Context: an optimization exercise on an open-source flow, tuned for small area. The choices shown serve that exercise and are no tape-out recipe. Function was checked by simulation only, so behaviour that the tests miss may differ from the original.

### flow/design.v
module aes_inv_sbox (
    input  wire [7:0] a,
    output wire [7:0] y
);
    function [1:0] m4;  input [1:0] p, q; reg h;
        begin h = p[1] & q[1];
        m4 = {h ^ (p[1] & q[0]) ^ (p[0] & q[1]), h ^ (p[0] & q[0])}; end
    endfunction
    function [3:0] m16; input [3:0] p, q; reg [1:0] h;
        begin h = m4(p[3:2], q[3:2]);
        m16 = {h ^ m4(p[3:2], q[1:0]) ^ m4(p[1:0], q[3:2]), m4(h, 2'd3) ^ m4(p[1:0], q[1:0])}; end
    endfunction
    function [3:0] i16; input [3:0] p;
        case (p)
            4'd0: i16 = 4'd0;
            4'd1: i16 = 4'd1;
            4'd2: i16 = 4'd3;
            4'd3: i16 = 4'd2;
            4'd4: i16 = 4'd10;
            4'd5: i16 = 4'd8;
            4'd6: i16 = 4'd14;
            4'd7: i16 = 4'd13;
            4'd8: i16 = 4'd5;
            4'd9: i16 = 4'd11;
            4'd10: i16 = 4'd4;
            4'd11: i16 = 4'd9;
            4'd12: i16 = 4'd15;
            4'd13: i16 = 4'd7;
            4'd14: i16 = 4'd6;
            4'd15: i16 = 4'd12;
        endcase
    endfunction
    wire [7:0] t;
    assign t[0] = a[0] ^ a[2] ^ a[4] ^ 1'b1;
    assign t[1] = a[0] ^ a[2] ^ a[5];
    assign t[2] = a[0] ^ a[4] ^ 1'b1;
    assign t[3] = a[0] ^ a[1] ^ a[2] ^ a[4];
    assign t[4] = a[1] ^ a[2] ^ a[3] ^ a[4] ^ a[5] ^ a[6] ^ a[7] ^ 1'b1;
    assign t[5] = a[3] ^ a[4] ^ a[5] ^ a[6];
    assign t[6] = a[0] ^ a[1] ^ a[2] ^ a[3] ^ a[6] ^ a[7] ^ 1'b1;
    assign t[7] = a[1] ^ a[2] ^ a[6] ^ a[7];
    wire [3:0] ah = t[7:4], al = t[3:0];
    wire [3:0] d = m16(m16(ah, ah), 4'd15) ^ m16(ah, al) ^ m16(al, al);
    wire [3:0] di = i16(d);
    wire [7:0] u = {m16(ah, di), m16(ah ^ al, di)};
    assign y[0] = u[0] ^ u[2] ^ u[3] ^ u[5] ^ u[6];
    assign y[1] = u[4] ^ u[5] ^ u[6];
    assign y[2] = u[1] ^ u[5] ^ u[6];
    assign y[3] = u[1];
    assign y[4] = u[1] ^ u[3] ^ u[5];
    assign y[5] = u[1] ^ u[2] ^ u[3] ^ u[5] ^ u[6];
    assign y[6] = u[2] ^ u[4] ^ u[7];
    assign y[7] = u[1] ^ u[2] ^ u[3] ^ u[5] ^ u[6] ^ u[7];
endmodule
module aes_inv_core (
    input  wire [31:0] heads,     
    input  wire [1:0]  sel,       
    input  wire        pass,      
    input  wire        load,      
    input  wire        use_tap,   
    input  wire [3:0]  rnd,       
    input  wire [3:0]  idx,       
    input  wire [7:0]  tap,       
    output wire [7:0]  hm,        
    output wire [7:0]  y,
    output wire [31:0] mc
);
    function [7:0] xtime;
        input [7:0] b;
        xtime = {b[6:0], 1'b0} ^ (b[7] ? 8'h1b : 8'h00);
    endfunction
    reg [7:0] k;
    always @(*) begin
        case ({rnd, idx})
            {4'd0, 4'd0}: k = 8'h06;
            {4'd0, 4'd1}: k = 8'h02;
            {4'd0, 4'd2}: k = 8'h00;
            {4'd0, 4'd3}: k = 8'h00;
            {4'd0, 4'd4}: k = 8'h00;
            {4'd0, 4'd5}: k = 8'ha4;
            {4'd0, 4'd6}: k = 8'h00;
            {4'd0, 4'd7}: k = 8'h00;
            {4'd0, 4'd8}: k = 8'h52;
            {4'd0, 4'd9}: k = 8'h53;
            {4'd0, 4'd10}: k = 8'h41;
            {4'd0, 4'd11}: k = 8'h31;
            {4'd0, 4'd12}: k = 8'h00;
            {4'd0, 4'd13}: k = 8'h04;
            {4'd0, 4'd14}: k = 8'h00;
            {4'd0, 4'd15}: k = 8'h00;
            {4'd1, 4'd0}: k = 8'hf5;
            {4'd1, 4'd1}: k = 8'h61;
            {4'd1, 4'd2}: k = 8'h63;
            {4'd1, 4'd3}: k = 8'h63;
            {4'd1, 4'd4}: k = 8'hf5;
            {4'd1, 4'd5}: k = 8'hc5;
            {4'd1, 4'd6}: k = 8'h63;
            {4'd1, 4'd7}: k = 8'h63;
            {4'd1, 4'd8}: k = 8'ha7;
            {4'd1, 4'd9}: k = 8'h96;
            {4'd1, 4'd10}: k = 8'h22;
            {4'd1, 4'd11}: k = 8'h52;
            {4'd1, 4'd12}: k = 8'ha7;
            {4'd1, 4'd13}: k = 8'h92;
            {4'd1, 4'd14}: k = 8'h22;
            {4'd1, 4'd15}: k = 8'h52;
            {4'd2, 4'd0}: k = 8'hb8;
            {4'd2, 4'd1}: k = 8'hf2;
            {4'd2, 4'd2}: k = 8'h63;
            {4'd2, 4'd3}: k = 8'h3f;
            {4'd2, 4'd4}: k = 8'h4d;
            {4'd2, 4'd5}: k = 8'h37;
            {4'd2, 4'd6}: k = 8'h00;
            {4'd2, 4'd7}: k = 8'h5c;
            {4'd2, 4'd8}: k = 8'hea;
            {4'd2, 4'd9}: k = 8'ha1;
            {4'd2, 4'd10}: k = 8'h22;
            {4'd2, 4'd11}: k = 8'h0e;
            {4'd2, 4'd12}: k = 8'h4d;
            {4'd2, 4'd13}: k = 8'h33;
            {4'd2, 4'd14}: k = 8'h00;
            {4'd2, 4'd15}: k = 8'h5c;
            {4'd3, 4'd0}: k = 8'h7f;
            {4'd3, 4'd1}: k = 8'h91;
            {4'd3, 4'd2}: k = 8'h29;
            {4'd3, 4'd3}: k = 8'hdc;
            {4'd3, 4'd4}: k = 8'h32;
            {4'd3, 4'd5}: k = 8'ha6;
            {4'd3, 4'd6}: k = 8'h29;
            {4'd3, 4'd7}: k = 8'h80;
            {4'd3, 4'd8}: k = 8'hd8;
            {4'd3, 4'd9}: k = 8'h07;
            {4'd3, 4'd10}: k = 8'h0b;
            {4'd3, 4'd11}: k = 8'h8e;
            {4'd3, 4'd12}: k = 8'h95;
            {4'd3, 4'd13}: k = 8'h34;
            {4'd3, 4'd14}: k = 8'h0b;
            {4'd3, 4'd15}: k = 8'hd2;
            {4'd4, 4'd0}: k = 8'h6f;
            {4'd4, 4'd1}: k = 8'hba;
            {4'd4, 4'd2}: k = 8'h9c;
            {4'd4, 4'd3}: k = 8'hf6;
            {4'd4, 4'd4}: k = 8'h5d;
            {4'd4, 4'd5}: k = 8'h1c;
            {4'd4, 4'd6}: k = 8'hb5;
            {4'd4, 4'd7}: k = 8'h76;
            {4'd4, 4'd8}: k = 8'h85;
            {4'd4, 4'd9}: k = 8'h1b;
            {4'd4, 4'd10}: k = 8'hbe;
            {4'd4, 4'd11}: k = 8'hf8;
            {4'd4, 4'd12}: k = 8'h10;
            {4'd4, 4'd13}: k = 8'h2f;
            {4'd4, 4'd14}: k = 8'hb5;
            {4'd4, 4'd15}: k = 8'h2a;
            {4'd5, 4'd0}: k = 8'h6a;
            {4'd5, 4'd1}: k = 8'h6f;
            {4'd5, 4'd2}: k = 8'h79;
            {4'd5, 4'd3}: k = 8'h3c;
            {4'd5, 4'd4}: k = 8'h37;
            {4'd5, 4'd5}: k = 8'h73;
            {4'd5, 4'd6}: k = 8'hcc;
            {4'd5, 4'd7}: k = 8'h4a;
            {4'd5, 4'd8}: k = 8'hb2;
            {4'd5, 4'd9}: k = 8'h68;
            {4'd5, 4'd10}: k = 8'h72;
            {4'd5, 4'd11}: k = 8'hb2;
            {4'd5, 4'd12}: k = 8'ha2;
            {4'd5, 4'd13}: k = 8'h47;
            {4'd5, 4'd14}: k = 8'hc7;
            {4'd5, 4'd15}: k = 8'h98;
            {4'd6, 4'd0}: k = 8'hea;
            {4'd6, 4'd1}: k = 8'ha9;
            {4'd6, 4'd2}: k = 8'h3f;
            {4'd6, 4'd3}: k = 8'h06;
            {4'd6, 4'd4}: k = 8'hdd;
            {4'd6, 4'd5}: k = 8'hda;
            {4'd6, 4'd6}: k = 8'hf3;
            {4'd6, 4'd7}: k = 8'h4c;
            {4'd6, 4'd8}: k = 8'h6f;
            {4'd6, 4'd9}: k = 8'hb2;
            {4'd6, 4'd10}: k = 8'h81;
            {4'd6, 4'd11}: k = 8'hfe;
            {4'd6, 4'd12}: k = 8'hcd;
            {4'd6, 4'd13}: k = 8'hf5;
            {4'd6, 4'd14}: k = 8'h46;
            {4'd6, 4'd15}: k = 8'h66;
            {4'd7, 4'd0}: k = 8'h4c;
            {4'd7, 4'd1}: k = 8'hf3;
            {4'd7, 4'd2}: k = 8'h0c;
            {4'd7, 4'd3}: k = 8'hbb;
            {4'd7, 4'd4}: k = 8'h91;
            {4'd7, 4'd5}: k = 8'h29;
            {4'd7, 4'd6}: k = 8'hff;
            {4'd7, 4'd7}: k = 8'hf7;
            {4'd7, 4'd8}: k = 8'hfe;
            {4'd7, 4'd9}: k = 8'h9b;
            {4'd7, 4'd10}: k = 8'h7e;
            {4'd7, 4'd11}: k = 8'h09;
            {4'd7, 4'd12}: k = 8'h33;
            {4'd7, 4'd13}: k = 8'h6e;
            {4'd7, 4'd14}: k = 8'h38;
            {4'd7, 4'd15}: k = 8'h6f;
            {4'd8, 4'd0}: k = 8'h53;
            {4'd8, 4'd1}: k = 8'hf4;
            {4'd8, 4'd2}: k = 8'ha4;
            {4'd8, 4'd3}: k = 8'h78;
            {4'd8, 4'd4}: k = 8'hc2;
            {4'd8, 4'd5}: k = 8'hdd;
            {4'd8, 4'd6}: k = 8'h5b;
            {4'd8, 4'd7}: k = 8'h8f;
            {4'd8, 4'd8}: k = 8'h3c;
            {4'd8, 4'd9}: k = 8'h46;
            {4'd8, 4'd10}: k = 8'h25;
            {4'd8, 4'd11}: k = 8'h86;
            {4'd8, 4'd12}: k = 8'h0f;
            {4'd8, 4'd13}: k = 8'h28;
            {4'd8, 4'd14}: k = 8'h1d;
            {4'd8, 4'd15}: k = 8'he9;
            {4'd9, 4'd0}: k = 8'h7c;
            {4'd9, 4'd1}: k = 8'h50;
            {4'd9, 4'd2}: k = 8'hba;
            {4'd9, 4'd3}: k = 8'h0e;
            {4'd9, 4'd4}: k = 8'hbe;
            {4'd9, 4'd5}: k = 8'h8d;
            {4'd9, 4'd6}: k = 8'he1;
            {4'd9, 4'd7}: k = 8'h81;
            {4'd9, 4'd8}: k = 8'h82;
            {4'd9, 4'd9}: k = 8'hcb;
            {4'd9, 4'd10}: k = 8'hc4;
            {4'd9, 4'd11}: k = 8'h07;
            {4'd9, 4'd12}: k = 8'h8d;
            {4'd9, 4'd13}: k = 8'he3;
            {4'd9, 4'd14}: k = 8'hd9;
            {4'd9, 4'd15}: k = 8'hee;
            {4'd10, 4'd0}: k = 8'h5b;
            {4'd10, 4'd1}: k = 8'h65;
            {4'd10, 4'd2}: k = 8'h92;
            {4'd10, 4'd3}: k = 8'h53;
            {4'd10, 4'd4}: k = 8'he5;
            {4'd10, 4'd5}: k = 8'he8;
            {4'd10, 4'd6}: k = 8'h73;
            {4'd10, 4'd7}: k = 8'hd2;
            {4'd10, 4'd8}: k = 8'h67;
            {4'd10, 4'd9}: k = 8'h23;
            {4'd10, 4'd10}: k = 8'hb7;
            {4'd10, 4'd11}: k = 8'hd5;
            {4'd10, 4'd12}: k = 8'hea;
            {4'd10, 4'd13}: k = 8'hc0;
            {4'd10, 4'd14}: k = 8'h6e;
            {4'd10, 4'd15}: k = 8'h3b;
            {4'd11, 4'd0}: k = 8'h07;
            {4'd11, 4'd1}: k = 8'h02;
            {4'd11, 4'd2}: k = 8'h01;
            {4'd11, 4'd3}: k = 8'h00;
            {4'd11, 4'd4}: k = 8'h67;
            {4'd11, 4'd5}: k = 8'h80;
            {4'd11, 4'd6}: k = 8'h4f;
            {4'd11, 4'd7}: k = 8'h43;
            {4'd11, 4'd8}: k = 8'h3c;
            {4'd11, 4'd9}: k = 8'h34;
            {4'd11, 4'd10}: k = 8'h23;
            {4'd11, 4'd11}: k = 8'hc3;
            {4'd11, 4'd12}: k = 8'h5e;
            {4'd11, 4'd13}: k = 8'hac;
            {4'd11, 4'd14}: k = 8'hd7;
            {4'd11, 4'd15}: k = 8'h04;
            default: k = 8'h00;
        endcase
    end
    wire [7:0] h0 = heads[7:0];
    wire [7:0] h1 = heads[15:8];
    wire [7:0] h2 = heads[23:16];
    wire [7:0] h3 = heads[31:24];
    assign hm = sel[1] ? (sel[0] ? h3 : h2) : (sel[0] ? h1 : h0);
    wire [7:0] sb;
    aes_inv_sbox u_sbox (.a(hm), .y(sb));
    assign y = pass ? ((load ? 8'h00 : sb) ^ k ^ (use_tap ? tap : 8'h00)) : hm;
    wire [7:0] s = h0 ^ h1 ^ h2 ^ h3;
    assign mc[7:0]   = h0 ^ s ^ xtime(h0 ^ h1);
    assign mc[15:8]  = h1 ^ s ^ xtime(h1 ^ h2);
    assign mc[23:16] = h2 ^ s ^ xtime(h2 ^ h3);
    assign mc[31:24] = h3 ^ s ^ xtime(h3 ^ h0);
endmodule
module aes_cbc_dec (
    input  wire        clk,
    input  wire        rst,
    input  wire        bus_valid,
    input  wire        bus_we,
    input  wire [7:0]  bus_addr,
    input  wire [31:0] bus_wdata,
    output reg  [31:0] bus_rdata
);
    localparam [1:0] S_IDLE = 2'd0;
    localparam [1:0] S_RUN  = 2'd1;
    localparam [1:0] S_DONE = 2'd2;
    localparam [1:0] S_ERR  = 2'd3;
    localparam [2:0] R_ZERO = 3'd0;
    localparam [2:0] R_STAT = 3'd1;
    localparam [2:0] R_LEN  = 3'd2;
    localparam [2:0] R_ICNT = 3'd3;
    localparam [2:0] R_OCNT = 3'd4;
    localparam [2:0] R_DOUT = 3'd5;
    reg [1:0]   state;
    reg         perr;
    reg [31:0]  len;
    reg [31:0]  icnt;
    reg         full;      
    reg         ordy;      
    reg [3:0]   optr;      
    reg         first;     
    reg [255:0] ch;
    reg [31:0]  lane0, lane1, lane2, lane3;
    reg [2:0]   rsel;
    reg         rbusy;     
    reg [3:0]   rnd;
    reg [5:0]   cyc;
    wire run  = (state == S_RUN);
    wire eq   = (icnt[31:4] == len[31:4]) && (icnt[3:0] == 4'd0);   
    wire irdy = run && !full && !eq;
    wire busy = run && full && !ordy;
    wire wr = bus_valid && bus_we;
    wire rd = bus_valid && !bus_we;
    wire a_ctrl = (bus_addr == 8'h00);
    wire a_stat = (bus_addr == 8'h04);
    wire a_len  = (bus_addr == 8'h08);
    wire a_din  = (bus_addr == 8'h0C);
    wire a_dout = (bus_addr == 8'h10);
    wire a_icnt = (bus_addr == 8'h14);
    wire a_ocnt = (bus_addr == 8'h18);
    wire [7:0] cmd = bus_wdata[7:0];
    wire idle     = (state == S_IDLE);
    wire do_clear = wr && a_ctrl && (cmd == 8'h02);
    wire do_start = wr && a_ctrl && (cmd == 8'h01) && idle;
    wire do_len   = wr && a_len && idle;
    wire do_push  = wr && a_din && irdy;
    wire do_pop   = rd && a_dout && ordy;
    wire rd_ok    = rd && (a_stat || a_len || a_icnt || a_ocnt);
    wire viol     = bus_valid && !(do_clear || do_start || do_len || do_push || do_pop || rd_ok);
    wire len_ok   = (len != 32'd0) && (len[3:0] == 4'd0);
    wire go     = (rnd != 4'd15);
    wire fin    = (rnd == 4'd0) || (rnd == 4'd11);
    wire pass   = go && (cyc[5:4] == 2'd0);
    wire mcph   = go && (cyc >= 6'd16) && (cyc < 6'd28) && (rnd != 4'd10);
    wire isr    = go && (cyc >= 6'd28);
    wire last   = fin && (cyc == 6'd15);
    wire load   = (rnd == 4'd10);
    wire [1:0] isr_lane = (cyc < 6'd31) ? 2'd1 : (cyc < 6'd33) ? 2'd2 : 2'd3;
    wire [3:0] optr_m1 = optr - 4'd1;
    wire [1:0] sel = go ? (pass ? cyc[1:0] : isr_lane) : optr_m1[1:0];
    wire pop_rot = do_pop && (optr != 4'd0);
    wire lane_step = pass || isr || pop_rot;
    wire [7:0]  hm, y;
    wire [31:0] mc;
    aes_inv_core u_core (
        .heads   ({lane3[7:0], lane2[7:0], lane1[7:0], lane0[7:0]}),
        .sel     (sel),
        .pass    (pass),
        .load    (load),
        .use_tap (load || (rnd == 4'd0)),
        .rnd     (rnd),
        .idx     (cyc[3:0]),
        .tap     (ch[127:120]),
        .hm      (hm),
        .y       (y),
        .mc      (mc)
    );
    wire ch_en = do_push || (pass && (load || fin));
    always @(posedge clk) begin
        if (ch_en)
            ch <= {ch[247:0], do_push ? bus_wdata[7:0] : ch[255:248]};
        if (mcph || (lane_step && sel == 2'd0))
            lane0 <= {mcph ? mc[7:0] : y, lane0[31:8]};
        if (mcph || (lane_step && sel == 2'd1))
            lane1 <= {mcph ? mc[15:8] : y, lane1[31:8]};
        if (mcph || (lane_step && sel == 2'd2))
            lane2 <= {mcph ? mc[23:16] : y, lane2[31:8]};
        if (mcph || (lane_step && sel == 2'd3))
            lane3 <= {mcph ? mc[31:24] : y, lane3[31:8]};
    end
    always @(posedge clk) begin
        rbusy <= busy;
        if (do_pop)
            rsel <= R_DOUT;
        else if (rd_ok && a_stat)
            rsel <= R_STAT;
        else if (rd_ok && a_len)
            rsel <= R_LEN;
        else if (rd_ok && a_icnt)
            rsel <= R_ICNT;
        else if (rd_ok && a_ocnt)
            rsel <= R_OCNT;
        else
            rsel <= R_ZERO;
    end
    wire        sel_o   = (rsel == R_OCNT);
    wire [27:0] cnt_hi  = icnt[31:4] - {27'd0, sel_o & full} - {27'd0, sel_o & ordy};
    wire [3:0]  cnt_lo  = sel_o ? optr : icnt[3:0];
    wire [31:0] status = {20'd0, 3'd0, state == S_ERR, 2'b00, perr,
                          busy || rbusy, ordy && !rbusy, irdy && !rbusy, state};
    always @(*) begin
        case (rsel)
            R_STAT:  bus_rdata = status;
            R_LEN:   bus_rdata = len;
            R_ICNT:  bus_rdata = {cnt_hi, cnt_lo};
            R_OCNT:  bus_rdata = {cnt_hi, cnt_lo};
            R_DOUT:  bus_rdata = {24'd0, hm};
            default: bus_rdata = 32'd0;
        endcase
    end
    always @(posedge clk) begin
        if (rst || do_clear) begin
            state <= S_IDLE;
            perr  <= 1'b0;
            len   <= 32'd0;
            icnt  <= 32'd0;
            full  <= 1'b0;
            ordy  <= 1'b0;
            optr  <= 4'd0;
            first <= 1'b0;
            rnd   <= 4'd15;
            cyc   <= 6'd0;
        end else begin
            if (viol)
                perr <= 1'b1;
            if (do_start) begin
                state <= len_ok ? S_RUN : S_ERR;
                first <= 1'b1;
            end
            if (do_len)
                len <= bus_wdata;
            if (do_push) begin
                icnt <= icnt + 32'd1;
                if (icnt[3:0] == 4'd15)
                    full <= 1'b1;
            end
            if (do_pop) begin
                optr <= optr + 4'd1;
                if (optr == 4'd15) begin
                    ordy <= 1'b0;
                    if (eq && !full)
                        state <= S_DONE;
                end
            end
            if (!go) begin
                cyc <= 6'd0;
                if (busy)
                    rnd <= 4'd10;
            end else if (last) begin
                rnd   <= 4'd15;
                cyc   <= 6'd0;
                full  <= 1'b0;
                ordy  <= 1'b1;
                first <= 1'b0;
            end else if (cyc == 6'd33) begin
                cyc <= 6'd0;
                rnd <= (rnd == 4'd1 && first) ? 4'd11 : rnd - 4'd1;
            end else begin
                cyc <= cyc + 6'd1;
            end
        end
    end
endmodule
### flow/flow/run.sh
#!/bin/bash
# Layout flow: the standard ORFS flow, with changes that only affect
# how much cell area the layout uses:
#  - ABC optimises (&deepsyn) and maps the logic for area
#    (flow/abc_own.script) instead of with the delay-driven
#    buffering/sizing script; adders are left to ABC (no half-adder cell
#    extraction, no Kogge-Stone carry map). Registers are mapped by Yosys
#    before ABC runs, exactly as in the standard synthesis;
#  - the port buffers are the smallest buffer instead of clkdlybuf4s50;
#  - clock tree synthesis uses small clock buffers (clkbuf_4) in clusters of
#    at most 9 flip-flops and does not add dummy loads.
# Everything else (synthesis script, floorplan, power grid, tap cells,
# placement, CTS, routing) is the standard flow's. Each tool's output goes
# to a log file in the work folder.
set -euo pipefail
W=$(pwd)
rm -rf "$W/own_scripts"
cp -r "$FLOW_HOME/scripts" "$W/own_scripts"
cp "$W/flow/abc_own.script" "$W/own_scripts/abc_area.script"
export SCRIPTS_DIR="$W/own_scripts"
export ABC_AREA=1
export ADDER_MAP_FILE=
export SYNTH_OPERATIONS_ARGS="-noshare"
export BUFFER_PORTS_ARGS="-buffer_cell sky130_fd_sc_hd__buf_1"
export CTS_ARGS="-sink_clustering_enable -repair_clock_nets -dont_use_dummy_load -buf_list sky130_fd_sc_hd__clkbuf_4 -sink_clustering_size 9 -sink_clustering_max_diameter 40"
make -C "$FLOW_HOME" DESIGN_CONFIG="$W/config.mk" WORK_HOME="$W/orfs" \
    CLKGATE_MAP_FILE= SYNTH_SCRIPT="$W/synth_recipe.tcl" finish > "$W/make_finish.log" 2>&1
R="$W/orfs/results/${FLOW_PLATFORM:-sky130hd}/aes_cbc_dec/base"
: # left out here: write the final layout as DEF
### flow/flow/abc_own.script
strash
&get -n
&deepsyn -T 120
&put
strash
&get -n
&dch -f
&nf -R 1000 -a
&put
mfs2 -a
strash
&get -n
&dch -f
&nf -R 1000 -a
&put
### flow/standard.sh
#!/bin/bash
# synth_recipe.tcl (not shown) runs the flow's synth.tcl, then flattens the netlist and writes it again
# the make line also repeats each setting of config.mk as NAME=value (left out here)
make -C /OpenROAD-flow-scripts/flow DESIGN_CONFIG=/design/flow/config.mk WORK_HOME=/design/flow/orfs CLKGATE_MAP_FILE= SYNTH_SCRIPT=/design/flow/synth_recipe.tcl "${@:-finish}"
### flow/config.mk
export PLATFORM = sky130hd
export DESIGN_NAME = aes_cbc_dec
export DESIGN_NICKNAME = aes_cbc_dec
export VERILOG_FILES = /design/flow/design.v
export SDC_FILE = /design/flow/constraint.sdc
export NUM_CORES = 4
export LEC_CHECK = 0
export ABC_AREA = 1
export CAP_MARGIN = 20
export CORE_MARGIN = 2
export CORE_UTILIZATION = 60
export SLEW_MARGIN = 20
### flow/constraint.sdc
create_clock -name core_clock -period 10.0 [get_ports {clk}]
set_input_delay 2.0000 -clock core_clock [delete_from_list [all_inputs] [get_ports {clk}]]
set_output_delay 2.0000 -clock core_clock [all_outputs]
set_load 0.01 [all_outputs]
==> results of run 1 <==
## layout by cell type (no fill, tap or decap), types with 8 or more instances in the layout
cell type    n
edfxtp_1   384
xnor2_1    166
nand2_1    125
o21ai_0    125
nor2_1     102
a21oi_1     97
dfxtp_1     88
buf_1       75
clkbuf_4    67
nor3_1      49
xor2_1      49
clkinv_1    38
nand3_1     35
a22o_1      35
o22ai_1     31
buf_4       29
nor2b_1     25
nand2b_1    19
nor4_1      19
and3_1      19
a22oi_1     15
and2_0      13
nand4_1     11
or2_0       10
a31oi_1     10
mux2_1       9
a21o_1       9
or3_1        8
mux2i_1      8
## routing by layer
metal / GRT usage / wire (um) / vias up
li1: - / - / 6323
met1: 0.389 / 20600 / 6648
met2: 0.437 / 22300 / 644
met3: 0.0514 / 3730 / 155
met4: 0.133 / 1970 / 0
met5: 0 / 0 / -
## worst register-to-register path, delay by kind of cell, from the launching register on
kind,cells,cell delay (ns)
compound gates,12,2.30
mux,1,0.11
flops,1,0.31
buf+inv,2,0.65
xor+xnor,9,2.38
simple gates,8,2.34
## registers in the layout (all words and copies together) (netlist names)
name   flops
len       32
rsel       3
rnd        4
ordy       1
full       1
cyc        6
lane0     32
rbusy      1
lane1     32
optr       4
ch       256
state      2
lane2     32
first      1
icnt      32
lane3     32
perr       1
## layout make-up
cell class / instances / area share
multi-input combinational: 1076 / 0.309
inverter: 38 / 0.00657
sequential: 472 / 0.612
clock buffer: 67 / 0.0232
antenna: 1 / 0.000115
tap: 448 / 0.0258
timing repair buffer: 105 / 0.0239
## path summary, 6_finish.rpt
path                            slack (ns)  startpoint       endpoint
worst max-delay path                  1.32     rsel[2]  bus_rdata[30]
worst min-delay path                  0.36   lane0[16]       lane0[8]
worst max register to register        1.73      rnd[0]      lane2[31]
worst min register to register        0.36   lane0[16]       lane0[8]
## cell families (layout without fill, tap and decap cells)
| family | count (synthesis) | count (layout) | synth area share |
|---|---|---|---|
| flip-flops | 472 | 472 | 0.661 |
| AND/OR/NAND/NOR | 459 | 459 | 0.111 |
| AO/OA/AOI/OAI | 385 | 385 | 0.118 |
| XOR/XNOR | 215 | 215 | 0.0937 |
| buffers and inverters | 38 | 210 | 0.00710 |
| multiplexers | 17 | 17 | 0.00903 |
| other | 0 | 1 | 0 |
## per-stage QoR
stage          cells  instance area [um2]  hold slack (ns)  worst slack [ns]
3_5_place_dp    2139                21200            0.405              1.85
2_1_floorplan   1586                20100            0.400              1.01
3_3_place_gp    2139                21200            0.400              2.21
4_1_cts         2206                21700            0.346              1.29
5_1_grt         2207                21700            0.354             0.743
6_report        2207                21700            0.363              1.32
==> flow_summary.ini, run 1 <==
[clock_network]
cts.sinks = 472
postCtsSetupBuffers = 0
htreeDepth = 3
post_cts_resized = 0
clock_latency_ns = 0.75
cts_hold_buf = 0
clockBufferDepth = 3
clk_pin_slew_ns = 0.09
tritoncts = done
cts_buffers = 67
cts_root_buffer = clkbuf_4

[worst_hold_path]
hp-class = reg2reg
hold-path-cell-count = 0

[floorplan]
dieArea_um2 = 35000
core_um2 = 33300
start_util = 0.604
fp-row-count = 67
dieHeight_um = 187
die_width_um = 187
ios = 76

[run_status]
status = no timing/DRC/antenna violations

[route]
wirelength_um = 48700
drtPass1Iterations = 8
ant_nets = 0
post_drt_wl_per_cell_um = 22.1
vias_per_cell = 6.24
dr_total_vias = 13800
dr.first_iter.drc_count = 1397
drc = 0

[synth]
syn_avg_cell_area_um2 = 12.7
yosysMostFrequentCell = edfxtp_1
yosysTopAreaCell = edfxtp_1
ys.flop_type = edfxtp_1
yosysWarnings = 3
synthTopCellsByArea = edfxtp_1, dfxtp_1, xnor2_1
synth_nets = 1630
ys_seq_area_frac = 0.661
synth_edf_count = 384
async_reset_ff_frac = 0
synthTopCellsByCount = edfxtp_1, xnor2_1, o21ai_0, nand2_1, nor2_1
netlist_instances = 1586
synth_area_um2 = 20100
ys_types = 55
ys_seq_elements = 472
yosysTopAreaCellShare = 0.574

[global_routing]
antenna_found_initial = 2
grt_pass1_vias = 13500
overflow = 0
grt_util_all_layers = 0.282
grt_max_degree = 182
grt_pass1_wl_um = 75800

[setup_path]
cpMaxStageDelayCell = nor3b_1
required_ns = 8.00
max_stage_delay_ns = 0.61
ff2ff_path_depth = 32
worst_path_most_repeated_cell = or3_1
worst-path-max-fanout = 6
worstSetupEndpointType = output port
path_delay_family = simple AND/OR/NAND/NOR gates
crit_buf_inv = 3
critPathLaunchType = flip-flop
critPathKind = reg2out
crit_chain = nor3b_1 > o21ai_0 > nand2b_1 > or3_1 > nor2_1 > nand2_1 > or2_0 > or3_1 > nor4_1 > buf_4 > and2_0 > clkinv_1 > or3_1 > or2_0 > or3_1 > nor2_1 > nand2_1 > nor2_1 > nand4_1 > nor3_1 > xnor2_1 > o21ai_0 > buf_1
cp.depth = 23
critPathArrivalTime_ns = 6.68

[cells_and_area]
fillers = 2516
regArea_um2 = 13300
drive_above_1_share = 0.0597
fin_nets = 1804
multiInputGateArea_um2 = 6700
area_growth_pct = 8.07
final_core_util = 0.653

[timing]
worst_pin_slew_ns = 0.976
rsz0062_at_grt = false
hold_viol_final = 0
skew_ns = 0.0873
setup_violations = 0
relSlewSlack = 0.349
fin_setup_tns_ns = 0
max_freq_ghz = 0.115
min_period_over_period = 0.868
report.final.slew_viol_count = 0
final.min_clock_period_ns = 8.68

[placement]
io_buffers = 75
dp_hpwl_um = 33200
gp_congestion = 0.982

[run]
maxCapViolCount = 0
==> run 2, diff against run 1 <==
--- a/flow/flow/run.sh
+++ b/flow/flow/run.sh
@@ -8,7 +8,7 @@
 #    before ABC runs, exactly as in the standard synthesis;
 #  - the port buffers are the smallest buffer instead of clkdlybuf4s50;
 #  - clock tree synthesis uses small clock buffers (clkbuf_4) in clusters of
-#    at most 9 flip-flops and does not add dummy loads.
+#    at most 10 flip-flops and does not add dummy loads.
 # Everything else (synthesis script, floorplan, power grid, tap cells,
 # placement, CTS, routing) is the standard flow's. Each tool's output goes
 # to a log file in the work folder.
@@ -22,7 +22,7 @@
 export ADDER_MAP_FILE=
 export SYNTH_OPERATIONS_ARGS="-noshare"
 export BUFFER_PORTS_ARGS="-buffer_cell sky130_fd_sc_hd__buf_1"
-export CTS_ARGS="-sink_clustering_enable -repair_clock_nets -dont_use_dummy_load -buf_list sky130_fd_sc_hd__clkbuf_4 -sink_clustering_size 9 -sink_clustering_max_diameter 40"
+export CTS_ARGS="-sink_clustering_enable -repair_clock_nets -dont_use_dummy_load -buf_list sky130_fd_sc_hd__clkbuf_4 -sink_clustering_size 10 -sink_clustering_max_diameter 40"
 make -C "$FLOW_HOME" DESIGN_CONFIG="$W/config.mk" WORK_HOME="$W/orfs" \
     CLKGATE_MAP_FILE= SYNTH_SCRIPT="$W/synth_recipe.tcl" finish > "$W/make_finish.log" 2>&1
 R="$W/orfs/results/${FLOW_PLATFORM:-sky130hd}/aes_cbc_dec/base"
--- a/flow/config.mk
+++ b/flow/config.mk
@@ -8,5 +8,5 @@
 export ABC_AREA = 1
 export CAP_MARGIN = 20
 export CORE_MARGIN = 2
-export CORE_UTILIZATION = 60
+export CORE_UTILIZATION = 70
 export SLEW_MARGIN = 20
==> run 2 against run 1 <==
  * Die area is 14% lower
  * Cell count is 3.5% lower
  * Synthesized area stayed put
  * Worst setup slack worse by 0.36 ns
  * Final area is 0.73% lower
  * Count of clock-buffer cells in the layout is 10 lower
  * Critical path type is now reg2reg
==> flow_summary.ini, run 2 <==
[setup_path]
crit_buf_inv = 2
endpoint = lane0[29]
critPathLaunchType = flip-flop
worstSetupEndpointType = flip-flop
max_stage_delay_ns = 0.53
worst_path_most_repeated_cell = xnor2_1
ff2ff_path_depth = 31
cp.depth = 31
r2r-end = lane0[29]
startpoint = rnd[0]
required_ns = 10.39
critPathKind = reg2reg
rr_startpoint = rnd[0]
worst-path-max-fanout = 26
critPathArrivalTime_ns = 9.43
path_delay_family = XOR/XNOR gates
r2r_setup_slack_ns = 0.96
cpMaxStageDelayCell = xor2_1

[synth]
synth_nets = 1630
ys_seq_area_frac = 0.661
syn_avg_cell_area_um2 = 12.7
yosysWarnings = 3
yosysTopAreaCellShare = 0.574
ys_seq_elements = 472
netlist_instances = 1586
yosysTopAreaCell = edfxtp_1
yosysMostFrequentCell = edfxtp_1
synthTopCellsByArea = edfxtp_1, dfxtp_1, xnor2_1
synth_edf_count = 384
ys.flop_type = edfxtp_1
async_reset_ff_frac = 0
synth_area_um2 = 20100
ys_types = 55
synthTopCellsByCount = edfxtp_1, xnor2_1, o21ai_0, nand2_1, nor2_1

[floorplan]
start_util = 0.706
die_width_um = 173
dieArea_um2 = 30100
dieHeight_um = 173
fp-row-count = 62
ios = 76
core_um2 = 28500

[route]
post_drt_wl_per_cell_um = 25.4
drtPass1Iterations = 6
ant_nets = 0
vias_per_cell = 6.87
dr.first_iter.drc_count = 2333
wirelength_um = 54100
drc = 0
dr_total_vias = 14600

[placement]
gp_congestion = 1.00
io_buffers = 75
dp_hpwl_um = 37400
dp.cells = 2071

[global_routing]
grt_pass1_vias = 14200
grt_max_degree = 232
grt_util_all_layers = 0.361
overflow = 0
antenna_found_initial = 2
grt_pass1_wl_um = 82900

[timing]
max_freq_ghz = 0.111
fin_setup_tns_ns = 0
worst_pin_slew_ns = 1.06
hold_viol_final = 0
min_period_over_period = 0.904
relSlewSlack = 0.289
skew_ns = 0.109
rsz0062_at_grt = false
final.min_clock_period_ns = 9.04
report.final.slew_viol_count = 0
setup_violations = 0

[cells_and_area]
area_growth_pct = 7.28
largest-register = ch
final_common_cell = edfxtp_1
final_cells = 2130
largest_register_ffs = 256
layout_common_cells = edfxtp_1, xnor2_1, nand2_1, o21ai_0, nor2_1
fin_nets = 1791
drive_above_1_share = 0.0527

[clock_network]
clockBufferDepth = 3
clk_pin_slew_ns = 0.10
post_cts_resized = 0
tritoncts = done
cts_hold_buf = 0
postCtsSetupBuffers = 0
clock_latency_ns = 0.73
cts.sinks = 472
cts_root_buffer = clkbuf_4
htreeDepth = 2
cts_buffers = 57

[run]
maxCapViolCount = 0

[worst_hold_path]
hp-class = reg2reg

[run_status]
status = no timing/DRC/antenna violations
-- run 2: layout make-up --
type / count / area, um2
antenna: 1 / 2.50
clock buffer: 57 / 428
fill: 1728 / 6910
inverter: 38 / 143
multi-input combinational: 1076 / 6700
sequential: 472 / 13300
tap: 384 / 480
timing repair buffer: 102 / 517
-- run 2: stage by stage --
stage          cell area, um2  hold WS, ns  setup WS (ns)  utilization
6_report                21600        0.372          0.961        0.757
5_1_grt                 21600        0.357          0.320        0.757
4_1_cts                 21500        0.354           1.01        0.756
3_5_place_dp            21100        0.405           1.31        0.741
3_3_place_gp            21100        0.401           2.01        0.741
2_1_floorplan           20100        0.400           1.01            -
-- run 2: how the worst min path moves through the flow --
stage / to / from / slack, ns / depth (start not counted)
after floorplan: ch[100] / ch[92] / 0.40 / 0
after global placement: ch[96] / ch[88] / 0.40 / 0
after detailed placement: ch[113] / ch[105] / 0.40 / 0
after CTS: ch[206] / ch[198] / 0.35 / 0
after global routing: ch[206] / ch[198] / 0.36 / 0
final: lane2[4] / lane2[12] / 0.37 / 0
-- run 2: cell families (layout without fill, tap and decap cells) --
group / after synthesis / after routing / share of synthesized area
AOI/OAI and AO/OA: 385 / 385 / 0.118
xor gates and xnor gates: 215 / 215 / 0.0937
buffers and inverters: 38 / 197 / 0.00710
DFF: 472 / 472 / 0.661
muxes: 17 / 17 / 0.00903
other: 0 / 1 / 0
and+or+nand+nor: 459 / 459 / 0.111
-- run 2: layer usage --
layer | GRT usage | vias up | wire length, um
met5 | 0 | - | 8
met2 | 0.577 | 1104 | 25300
met3 | 0.0675 | 301 | 5670
met1 | 0.486 | 6932 | 20000
li1 | - | 6285 | -
met4 | 0.169 | 2 | 3170
-- run 2: worst reg2reg max path, delay by kind of cell (launching register included) --
family	cells	cell delay [ns]
AOI/OAI and AO/OA	10	2.46
DFF	1	0.33
buffers and inverters	2	0.69
xor gates and xnor gates	10	2.64
and+or+nand+nor	8	2.53
muxes	1	0.10
==> run 3, diff against run 2 <==
--- a/flow/design.v
+++ b/flow/design.v
@@ -2,55 +2,55 @@
     input  wire [7:0] a,
     output wire [7:0] y
 );
-    function [1:0] m4;  input [1:0] p, q; reg h;
-        begin h = p[1] & q[1];
-        m4 = {h ^ (p[1] & q[0]) ^ (p[0] & q[1]), h ^ (p[0] & q[0])}; end
+    function [1:0] m4; input [1:0] p, q;
+        m4 = {(p[0] & q[0]) ^ (p[0] & q[1]) ^ (p[1] & q[0]), (p[0] & q[1]) ^ (p[1] & q[0]) ^ (p[1] & q[1])};
     endfunction
-    function [3:0] m16; input [3:0] p, q; reg [1:0] h;
-        begin h = m4(p[3:2], q[3:2]);
-        m16 = {h ^ m4(p[3:2], q[1:0]) ^ m4(p[1:0], q[3:2]), m4(h, 2'd3) ^ m4(p[1:0], q[1:0])}; end
+    function [3:0] m16; input [3:0] p, q; reg [1:0] a, b, c, r0, r1;
+        begin a = m4(p[1:0], q[1:0]); b = m4(p[3:2], q[3:2]);
+        c = m4(p[1:0] ^ p[3:2], q[1:0] ^ q[3:2]) ^ a ^ b;
+        r0 = {(a[0] ^ a[1]) ^ (c[1]) ^ (b[1]), (a[1]) ^ (c[0]) ^ (b[0])};
+        r1 = {(a[1]) ^ (c[1]) ^ (b[0] ^ b[1]), (a[0]) ^ (c[0]) ^ (b[1])};
+        m16 = {r1, r0}; end
     endfunction
     function [3:0] i16; input [3:0] p;
         case (p)
             4'd0: i16 = 4'd0;
-            4'd1: i16 = 4'd1;
-            4'd2: i16 = 4'd3;
-            4'd3: i16 = 4'd2;
-            4'd4: i16 = 4'd10;
-            4'd5: i16 = 4'd8;
-            4'd6: i16 = 4'd14;
-            4'd7: i16 = 4'd13;
-            4'd8: i16 = 4'd5;
-            4'd9: i16 = 4'd11;
-            4'd10: i16 = 4'd4;
-            4'd11: i16 = 4'd9;
-            4'd12: i16 = 4'd15;
-            4'd13: i16 = 4'd7;
-            4'd14: i16 = 4'd6;
-            4'd15: i16 = 4'd12;
+            4'd1: i16 = 4'd12;
+            4'd2: i16 = 4'd8;
+            4'd3: i16 = 4'd4;
+            4'd4: i16 = 4'd3;
+            4'd5: i16 = 4'd5;
+            4'd6: i16 = 4'd9;
+            4'd7: i16 = 4'd11;
+            4'd8: i16 = 4'd2;
+            4'd9: i16 = 4'd6;
+            4'd10: i16 = 4'd15;
+            4'd11: i16 = 4'd7;
+            4'd12: i16 = 4'd1;
+            4'd13: i16 = 4'd14;
+            4'd14: i16 = 4'd13;
+            4'd15: i16 = 4'd10;
         endcase
     endfunction
     wire [7:0] t;
-    assign t[0] = a[0] ^ a[2] ^ a[4] ^ 1'b1;
-    assign t[1] = a[0] ^ a[2] ^ a[5];
-    assign t[2] = a[0] ^ a[4] ^ 1'b1;
-    assign t[3] = a[0] ^ a[1] ^ a[2] ^ a[4];
-    assign t[4] = a[1] ^ a[2] ^ a[3] ^ a[4] ^ a[5] ^ a[6] ^ a[7] ^ 1'b1;
-    assign t[5] = a[3] ^ a[4] ^ a[5] ^ a[6];
-    assign t[6] = a[0] ^ a[1] ^ a[2] ^ a[3] ^ a[6] ^ a[7] ^ 1'b1;
-    assign t[7] = a[1] ^ a[2] ^ a[6] ^ a[7];
-    wire [3:0] ah = t[7:4], al = t[3:0];
-    wire [3:0] d = m16(m16(ah, ah), 4'd15) ^ m16(ah, al) ^ m16(al, al);
-    wire [3:0] di = i16(d);
-    wire [7:0] u = {m16(ah, di), m16(ah ^ al, di)};
-    assign y[0] = u[0] ^ u[2] ^ u[3] ^ u[5] ^ u[6];
-    assign y[1] = u[4] ^ u[5] ^ u[6];
-    assign y[2] = u[1] ^ u[5] ^ u[6];
-    assign y[3] = u[1];
-    assign y[4] = u[1] ^ u[3] ^ u[5];
-    assign y[5] = u[1] ^ u[2] ^ u[3] ^ u[5] ^ u[6];
-    assign y[6] = u[2] ^ u[4] ^ u[7];
-    assign y[7] = u[1] ^ u[2] ^ u[3] ^ u[5] ^ u[6] ^ u[7];
+    assign t[0] = a[4] ^ a[7];
+    assign t[1] = ~(a[0] ^ a[1] ^ a[4] ^ a[6]);
+    assign t[2] = ~(a[4] ^ a[6]);
+    assign t[3] = ~(a[0] ^ a[1] ^ a[3] ^ a[6]);
+    assign t[4] = ~(a[4] ^ a[6] ^ a[7]);
+    assign t[5] = ~(a[2] ^ a[5] ^ a[7]);
+    assign t[6] = ~(a[0] ^ a[3] ^ a[4]);
+    assign t[7] = a[0] ^ a[1] ^ a[4] ^ a[5] ^ a[6];
+    wire [3:0] a0 = t[3:0], a1 = t[7:4];
+    wire [3:0] pm = m16(a0, a1);
+    wire [3:0] nn;
+    assign nn[0] = (a0[0] ^ a0[2]) ^ (a1[0] ^ a1[2]) ^ (pm[0] ^ pm[1]);
+    assign nn[1] = (a0[0] ^ a0[1] ^ a0[2] ^ a0[3]) ^ (a1[0] ^ a1[1] ^ a1[2] ^ a1[3]) ^ (pm[0]);
+    assign nn[2] = (a0[3]) ^ (a1[3]) ^ (pm[2] ^ pm[3]);
+    assign nn[3] = (a0[2]) ^ (a1[2]) ^ (pm[2]);
+    wire [3:0] ni = i16(nn);
+    wire [7:0] u = {m16(a1, ni), m16(a0, ni)};
+    assign y = {u[2] ^ u[7], u[0] ^ u[2] ^ u[3] ^ u[4] ^ u[5] ^ u[6], u[0] ^ u[1] ^ u[3] ^ u[4] ^ u[5] ^ u[6], u[2] ^ u[5], u[0] ^ u[1] ^ u[2] ^ u[5] ^ u[6] ^ u[7], u[2] ^ u[4] ^ u[6] ^ u[7], u[2] ^ u[6], u[1]};
 endmodule
 module aes_inv_core (
     input  wire [31:0] heads,     
==> run 3 against run 2 <==
  * Die area is 0.42% lower
  * First-iteration DRC count is 1.3% lower
  * Critical path depth is 2 higher
  * Worst setup slack worse by 0.10 ns
  * Final area is 0.14% lower
  * Sequential share of layout area is 0.089 points higher
  * Worst hold slack better by 0.010 ns
  * Core utilization is 1.3 points higher
  * Critical path type unchanged
==> flow_summary.ini, run 3 <==
[run_status]
status = no timing/DRC/antenna violations

[cells_and_area]
fillers = 1680
multiInputGateArea_um2 = 6650
design_area_um2 = 21500
fin_nets = 1802
regArea_um2 = 13300
drive_above_1_share = 0.0581
final_common_cell = edfxtp_1
largest-register = ch
layout_common_cells = edfxtp_1, nand2_1, o21ai_0
largest_register_ffs = 256
area_growth_pct = 7.59

[global_routing]
top_usage_layer = met2
grt_pass1_wl_um = 81500
grt_util_all_layers = 0.354
overflow = 0
grt_max_degree = 78
grt_pass1_vias = 14300
grt_use_met1 = 0.466
antenna_found_initial = 1
grt_util_met2 = 0.566
grt_use_met3 = 0.0723

[placement]
gp_congestion = 1.02
place_area_um2 = 21100
dp_hpwl_um = 36800
io_buffers = 75

[synth]
ys_types = 57
syn_avg_cell_area_um2 = 12.6
synth_nets = 1633
netlist_instances = 1589
ys.flop_type = edfxtp_1
synth_area_um2 = 20000
yosysTopAreaCell = edfxtp_1
synthTopCellsByArea = edfxtp_1, dfxtp_1, xnor2_1
yosysWarnings = 3
ys_seq_elements = 472
ys_seq_area_frac = 0.664
yosysMostFrequentCell = edfxtp_1
yosysTopAreaCellShare = 0.576
synthTopCellsByCount = edfxtp_1, nand2_1, o21ai_0, xnor2_1, nor2_1
async_reset_ff_frac = 0
synth_edf_count = 384

[timing]
worst_pin_slew_ns = 1.02
report.final.slew_viol_count = 0
skew_ns = 0.102
max_freq_ghz = 0.109
hold_viol_final = 0
fin_setup_tns_ns = 0
relSlewSlack = 0.314
final.min_clock_period_ns = 9.14
setup_violations = 0
min_period_over_period = 0.914

[setup_path]
critPathKind = reg2reg
worstSetupEndpointType = flip-flop
max_stage_delay_ns = 0.64
critPathArrivalTime_ns = 9.56
worst-path-max-fanout = 13
worst_path_most_repeated_cell = xnor2_1
cpMaxStageDelayCell = dfxtp_1
ff2ff_path_depth = 33
critPathLaunchType = flip-flop
required_ns = 10.42

[floorplan]
fp-row-count = 61
start_util = 0.716
core_um2 = 27900
dieArea_um2 = 30000
dieHeight_um = 173
die_width_um = 173
ios = 76

[clock_network]
postCtsSetupBuffers = 0
clk_pin_slew_ns = 0.10
cts_buffers = 58
post_cts_resized = 0
htreeDepth = 2
clockBufferDepth = 3
tritoncts = done
cts_root_buffer = clkbuf_4
cts_hold_buf = 0
clock_latency_ns = 0.76
cts.sinks = 472

[run]
maxCapViolCount = 0

[route]
wirelength_um = 53200
ant_nets = 0
drtPass1Iterations = 10
post_drt_wl_per_cell_um = 24.9
vias_per_cell = 6.91
dr_total_vias = 14700
drc = 0
dr.first_iter.drc_count = 2302

[worst_hold_path]
hp-class = reg2reg
hold-path-cell-count = 0
-- run 3: area by class of cell --
type,count,share of cell area
antenna,1,0.000116
clock buffer,58,0.0202
inverter,38,0.00662
multi-input combinational,1079,0.309
sequential,472,0.617
tap,378,0.0220
timing repair buffer,109,0.0249
-- run 3: path summary, 6_finish.rpt --
| path | slack [ns] | to | start |
|---|---|---|---|
| max | 0.86 | lane3[28] | cyc[2] |
| min | 0.38 | ch[87] | ch[79] |
| max reg2reg | 0.86 | lane3[28] | cyc[2] |
| min reg2reg | 0.38 | ch[87] | ch[79] |
-- run 3: per-stage QoR --
stage	worst slack [ns]	hold slack (ns)	utilization	instances
5_1_grt	-0.0607	0.345	0.771	2135
2_1_floorplan	0.824	0.400	-	1589
4_1_cts	0.888	0.358	0.771	2134
3_3_place_gp	1.52	0.400	0.755	2076
6_report	0.859	0.382	0.771	2135
3_5_place_dp	0.899	0.405	0.755	2076
-- run 3: layer usage --
metal	part of all wire	wire length, um
met2	0.46	24600
met4	0.062	3280
met3	0.10	5520
met5	0	0
met1	0.37	19800
-- run 3: cell families after synthesis --
logic type / synth area share
flip-flops: 0.664
AND/OR/NAND/NOR: 0.107
AO/OA/AOI/OAI: 0.130
XOR/XNOR: 0.0849
buffers and inverters: 0.00713
multiplexers: 0.00650
-- run 3: critical path, delay by kind of cell, from the launching register on --
family                    cells  cell delay [ns]
DFF                           1             0.64
xor gates and xnor gates     10             3.27
AOI/OAI and AO/OA            10             2.41
and+or+nand+nor              10             1.96
buffers and inverters         3             0.53
==> run 4, diff against run 3 <==
--- a/flow/flow/run.sh
+++ b/flow/flow/run.sh
@@ -1,7 +1,7 @@
 #!/bin/bash
 # Layout flow: the standard ORFS flow, with changes that only affect
 # how much cell area the layout uses:
-#  - ABC optimises (&deepsyn) and maps the logic for area
+#  - ABC optimises (two rounds of &deepsyn) and maps the logic for area
 #    (flow/abc_own.script) instead of with the delay-driven
 #    buffering/sizing script; adders are left to ABC (no half-adder cell
 #    extraction, no Kogge-Stone carry map). Registers are mapped by Yosys
--- a/flow/flow/abc_own.script
+++ b/flow/flow/abc_own.script
@@ -1,3 +1,13 @@
+strash
+&get -n
+&deepsyn -T 120
+&put
+strash
+&get -n
+&dch -f
+&nf -R 1000 -a
+&put
+mfs2 -a
 strash
 &get -n
 &deepsyn -T 120
==> run 4 against run 3 <==
  * Largest cell class unchanged
  * Final area is 0.49% lower
  * Wire length is 1.6% lower
  * Still clean
  * Register-to-register slack better by 0.42 ns
  * Highest routed layer unchanged
==> flow_summary.ini, run 4 <==
[route]
vias_per_cell = 6.83
post_drt_wl_per_cell_um = 24.7
drc = 0
wirelength_um = 52300
dr.first_iter.drc_count = 2455
ant_nets = 0
dr_total_vias = 14500
drtPass1Iterations = 6

[cells_and_area]
largest_register_ffs = 256
final_core_util = 0.767
area_growth_pct = 7.04
layout_common_cells = edfxtp_1, nand2_1, o21ai_0
regArea_um2 = 13300
multiInputGateArea_um2 = 6630
final_cells = 2119
largest-register = ch
drive_above_1_share = 0.0517
fin_nets = 1786
final_common_cell = edfxtp_1
design_area_um2 = 21400
fillers = 1683

[global_routing]
overflow = 0
grt_pass1_wl_um = 80200
antenna_found_initial = 2
grt_util_all_layers = 0.349
grt_max_degree = 182
grt_pass1_vias = 14100

[setup_path]
critPathArrivalTime_ns = 9.15
worst-path-max-fanout = 9
cpMaxStageDelayCell = xor2_1
crit_buf_inv = 2
max_stage_delay_ns = 0.57
worstSetupEndpointType = flip-flop
critPathKind = reg2reg
required_ns = 10.43
critPathLaunchType = flip-flop
path_delay_family = XOR/XNOR gates
r2r_setup_slack_ns = 1.28

[synth]
synth_nets = 1630
yosysWarnings = 3
synthTopCellsByArea = edfxtp_1, dfxtp_1, xnor2_1
synthTopCellsByCount = edfxtp_1, nand2_1, o21ai_0, nor2_1, xnor2_1
ys_seq_elements = 472
yosysMostFrequentCell = edfxtp_1
synth_area_um2 = 20000
ys_seq_area_frac = 0.664
ys_types = 57
synth_edf_count = 384
netlist_instances = 1586
yosysTopAreaCell = edfxtp_1
syn_avg_cell_area_um2 = 12.6
async_reset_ff_frac = 0
ys.flop_type = edfxtp_1
yosysTopAreaCellShare = 0.576

[clock_network]
post_cts_resized = 0
cts_root_buffer = clkbuf_4
clockBufferDepth = 3
cts_hold_buf = 0
htreeDepth = 2
postCtsSetupBuffers = 0
tritoncts = done
cts_buffers = 56
cts.sinks = 472
clock_latency_ns = 0.74
clk_pin_slew_ns = 0.11

[timing]
fin_setup_tns_ns = 0
skew_ns = 0.0978
min_period_over_period = 0.872
setup_violations = 0
relSlewSlack = 0.273
max_freq_ghz = 0.115
hold_viol_final = 0
rsz0062_at_grt = false
report.final.slew_viol_count = 0
final.min_clock_period_ns = 8.72
worst_pin_slew_ns = 1.09

[run]
maxCapViolCount = 0

[floorplan]
core_um2 = 27900
die_width_um = 173
ios = 76
dieHeight_um = 173
fp-row-count = 61
start_util = 0.717
dieArea_um2 = 30000

[run_status]
status = no timing/DRC/antenna violations

[placement]
dp.cells = 2062
io_buffers = 75
place_area_um2 = 21000
dp_hpwl_um = 36000
gp_congestion = 0.976

[worst_hold_path]
hp-class = reg2reg
==> run 4: cell count changes in the layout (fill, tap and decap cells not counted), sizes merged, moves of 4 or more <==
cell and change:
nor2 +10, xnor2 -6, nand2 -16, o21ai -9
o2bb2ai +4, nor3 +8, a222oi -6, o22ai +4
xor2 +9, buf -11
==> run 4: path summary, 6_finish.rpt <==
check | startpoint | cells past startpoint | end
worst max register to register | cyc[1] | 31 | lane1[27]
worst min register to register | lane3[22] | 0 | lane3[14]
worst min-delay path | lane3[22] | 0 | lane3[14]
worst max-delay path | cyc[1] | 31 | lane1[27]
==> run 4: final cells by class <==
type                    instances  share of cell area
diodes                          1            0.000117
clock buffers                  56              0.0196
inverters                      37             0.00648
multi-input cells            1077               0.310
flip-flops and latches        472               0.620
well taps                     378              0.0221
repair buffers                 98              0.0218
==> run 4: metrics by stage <==
step	setup slack, ns	hold WS, ns
floorplan	0.803	0.400
global placement	1.92	0.400
detailed placement	1.47	0.405
CTS	1.43	0.339
global route	0.482	0.338
finish	1.28	0.342
==> run 4: worst reg2reg max path, delay by kind of cell, from the launching register on <==
| kind | cells | cell delay, ns |
|---|---|---|
| buffers and inverters | 2 | 0.29 |
| xor gates and xnor gates | 10 | 3.32 |
| AOI/OAI and AO/OA | 8 | 1.95 |
| muxes | 1 | 0.12 |
| DFF | 1 | 0.47 |
| and+or+nand+nor | 10 | 2.30 |
==> run 4: kinds of logic (layout without fill, tap and decap cells) <==
kind of cell | after synthesis | count (layout) | synth area share
buffers and inverters | 37 | 191 | 0.00694
xor gates and xnor gates | 197 | 197 | 0.0862
DFF | 472 | 472 | 0.664
and+or+nand+nor | 466 | 466 | 0.108
AOI/OAI and AO/OA | 400 | 400 | 0.127
other | 0 | 1 | 0
muxes | 14 | 14 | 0.00750
==> run 4: routing by layer <==
metal	vias to the layer above	GRT usage	share of wire
met1	6804	0.464	0.37
met4	0	0.172	0.057
met5	-	0	0
met2	1110	0.560	0.47
li1	6289	-	-
met3	278	0.0668	0.10
==> run 5, diff against run 4 <==
--- a/flow/flow/run.sh
+++ b/flow/flow/run.sh
@@ -8,7 +8,7 @@
 #    before ABC runs, exactly as in the standard synthesis;
 #  - the port buffers are the smallest buffer instead of clkdlybuf4s50;
 #  - clock tree synthesis uses small clock buffers (clkbuf_4) in clusters of
-#    at most 10 flip-flops and does not add dummy loads.
+#    at most 9 flip-flops and does not add dummy loads.
 # Everything else (synthesis script, floorplan, power grid, tap cells,
 # placement, CTS, routing) is the standard flow's. Each tool's output goes
 # to a log file in the work folder.
@@ -22,7 +22,7 @@
 export ADDER_MAP_FILE=
 export SYNTH_OPERATIONS_ARGS="-noshare"
 export BUFFER_PORTS_ARGS="-buffer_cell sky130_fd_sc_hd__buf_1"
-export CTS_ARGS="-sink_clustering_enable -repair_clock_nets -dont_use_dummy_load -buf_list sky130_fd_sc_hd__clkbuf_4 -sink_clustering_size 10 -sink_clustering_max_diameter 40"
+export CTS_ARGS="-sink_clustering_enable -repair_clock_nets -dont_use_dummy_load -buf_list sky130_fd_sc_hd__clkbuf_4 -sink_clustering_size 9 -sink_clustering_max_diameter 40"
 make -C "$FLOW_HOME" DESIGN_CONFIG="$W/config.mk" WORK_HOME="$W/orfs" \
     CLKGATE_MAP_FILE= SYNTH_SCRIPT="$W/synth_recipe.tcl" finish > "$W/make_finish.log" 2>&1
 R="$W/orfs/results/${FLOW_PLATFORM:-sky130hd}/aes_cbc_dec/base"
==> run 5 against run 4 <==
  * Still clean
  * Worst setup slack got worse by 0.028 ns
  * Synthesized area did not move
  * Synthesized cell count did not move
  * Wire length rose by 0.58%
  * Via count rose by 0.60%
  * Final area rose by 0.20%
  * Largest cell class unchanged
==> flow_summary.ini, run 5 <==
[run_status]
status = no timing/DRC/antenna violations

[worst_hold_path]
hp-class = reg2reg

[cells_and_area]
drive_above_1_share = 0.0544
largest_register_ffs = 256
largest-register = ch
final_common_cell = edfxtp_1
area_growth_pct = 7.25
design_area_um2 = 21500
layout_common_cells = edfxtp_1, nand2_1, o21ai_0
fin_nets = 1791

[route]
vias_per_cell = 6.85
dr_total_vias = 14600
drtPass1Iterations = 7
post_drt_wl_per_cell_um = 24.8
ant_nets = 0
wirelength_um = 52600
drc = 0
dr.first_iter.drc_count = 2226

[synth]
synth_nets = 1630
netlist_instances = 1586
ys_types = 57
yosysTopAreaCell = edfxtp_1
synthTopCellsByCount = edfxtp_1, nand2_1, o21ai_0, nor2_1, xnor2_1
syn_avg_cell_area_um2 = 12.6
synth_edf_count = 384
yosysWarnings = 3
async_reset_ff_frac = 0
synth_area_um2 = 20000
yosysMostFrequentCell = edfxtp_1
ys_seq_area_frac = 0.664
ys.flop_type = edfxtp_1
yosysTopAreaCellShare = 0.576
synthTopCellsByArea = edfxtp_1, dfxtp_1, xnor2_1
ys_seq_elements = 472

[global_routing]
grt_pass1_wl_um = 80800
overflow = 0
grt_max_degree = 182
antenna_found_initial = 4
grt_pass1_vias = 14200
grt_util_all_layers = 0.352

[placement]
io_buffers = 75
place_area_um2 = 21000
gp_congestion = 0.976
dp_hpwl_um = 36000

[timing]
skew_ns = 0.0908
relSlewSlack = 0.250
worst_pin_slew_ns = 1.13
setup_violations = 0
final.min_clock_period_ns = 8.75
min_period_over_period = 0.875
hold_viol_final = 0
fin_setup_tns_ns = 0
rsz0062_at_grt = false
report.final.slew_viol_count = 0
max_freq_ghz = 0.114

[setup_path]
critPathArrivalTime_ns = 9.17
worst-path-max-fanout = 9
required_ns = 10.43
max_stage_delay_ns = 0.55
critPathLaunchType = flip-flop
path_delay_family = XOR/XNOR gates
critPathKind = reg2reg
worstSetupEndpointType = flip-flop
cpMaxStageDelayCell = xor2_1
crit_buf_inv = 2

[run]
maxCapViolCount = 0

[clock_network]
cts_buffers = 61
postCtsSetupBuffers = 0
clockBufferDepth = 3
htreeDepth = 2
post_cts_resized = 0
cts.sinks = 472
tritoncts = done
clock_latency_ns = 0.76
cts_root_buffer = clkbuf_4
cts_hold_buf = 0
clk_pin_slew_ns = 0.11

[floorplan]
fp-row-count = 61
die_width_um = 173
core_um2 = 27900
dieHeight_um = 173
dieArea_um2 = 30000
ios = 76
start_util = 0.717
[run 5: final cells by class]
class | count | area [um2]
Sequential cell | 472 | 13300
Multi-Input combinational cell | 1077 | 6630
Fill cell | 1656 | 6460
Tap cell | 378 | 473
Timing Repair Buffer | 98 | 467
Clock buffer | 61 | 458
Inverter | 37 | 139
Antenna cell | 3 | 7.51
[run 5: final timing paths]
path | startpoint | to | slack (ns) | cells after the start
max | cyc[1] | lane1[27] | 1.25 | 31
min | ch[150] | ch[158] | 0.37 | 0
max reg2reg | cyc[1] | lane1[27] | 1.25 | 31
min reg2reg | ch[150] | ch[158] | 0.37 | 0
[run 5: cells by family after synthesis]
family                 Yosys count  synth area share
flip-flops                     472             0.664
AND/OR/NAND/NOR                466             0.108
multiplexers                    14           0.00750
AO/OA/AOI/OAI                  400             0.127
buffers and inverters           37           0.00694
XOR/XNOR                       197            0.0862
[run 5: per-layer routing]
| layer | track usage | vias up | routed length (um) |
|---|---|---|---|
| li1 | - | 6305 | - |
| met2 | 0.563 | 1111 | 24800 |
| met3 | 0.0671 | 270 | 5310 |
| met5 | 0 | - | 0 |
| met4 | 0.170 | 0 | 3100 |
| met1 | 0.470 | 6882 | 19400 |
[run 5: per-stage QoR]
step	hold WS (ns)	utilization	cells	setup WS, ns
finish	0.374	0.769	2126	1.25
global route	0.330	0.769	2125	0.415
CTS	0.352	0.768	2123	1.37
detailed placement	0.405	0.752	2062	1.47
global placement	0.400	0.752	2062	1.92
floorplan	0.400	-	1586	0.803

[what the ideal ports hide]
In the flow no input, the clock included, has a driving cell. The finished layouts below were timed again as built, in two steps. Step 1: set_driving_cell puts a clkbuf_16 on clk and a buf_2 on each other input, an assumption about the parent block. Step 2 moves the port delays by t, midway between the first and last clock arrival at a register: inputs arrive t later, outputs are due t later. That takes back most of the time a late clock gives input paths. a / b / c = ideal ports / drivers / drivers and shift; a / b = the first two.
run	t (ns)	setup WS [ns]	worst setup path after step 2	pins driven straight from the clock port
run 1	0.758	1.323 / 1.277 / 1.727	register to register	1
run 2	0.736	0.961 / 0.919 / 0.961	register to register	1
run 3	0.763	0.859 / 0.859 / 0.859	register to register	1
run 4	0.741	1.282 / 1.282 / 1.282	register to register	1
run 5	0.771	1.254 / 1.254 / 1.254	register to register	1
After both steps setup and hold are still met in every run listed.
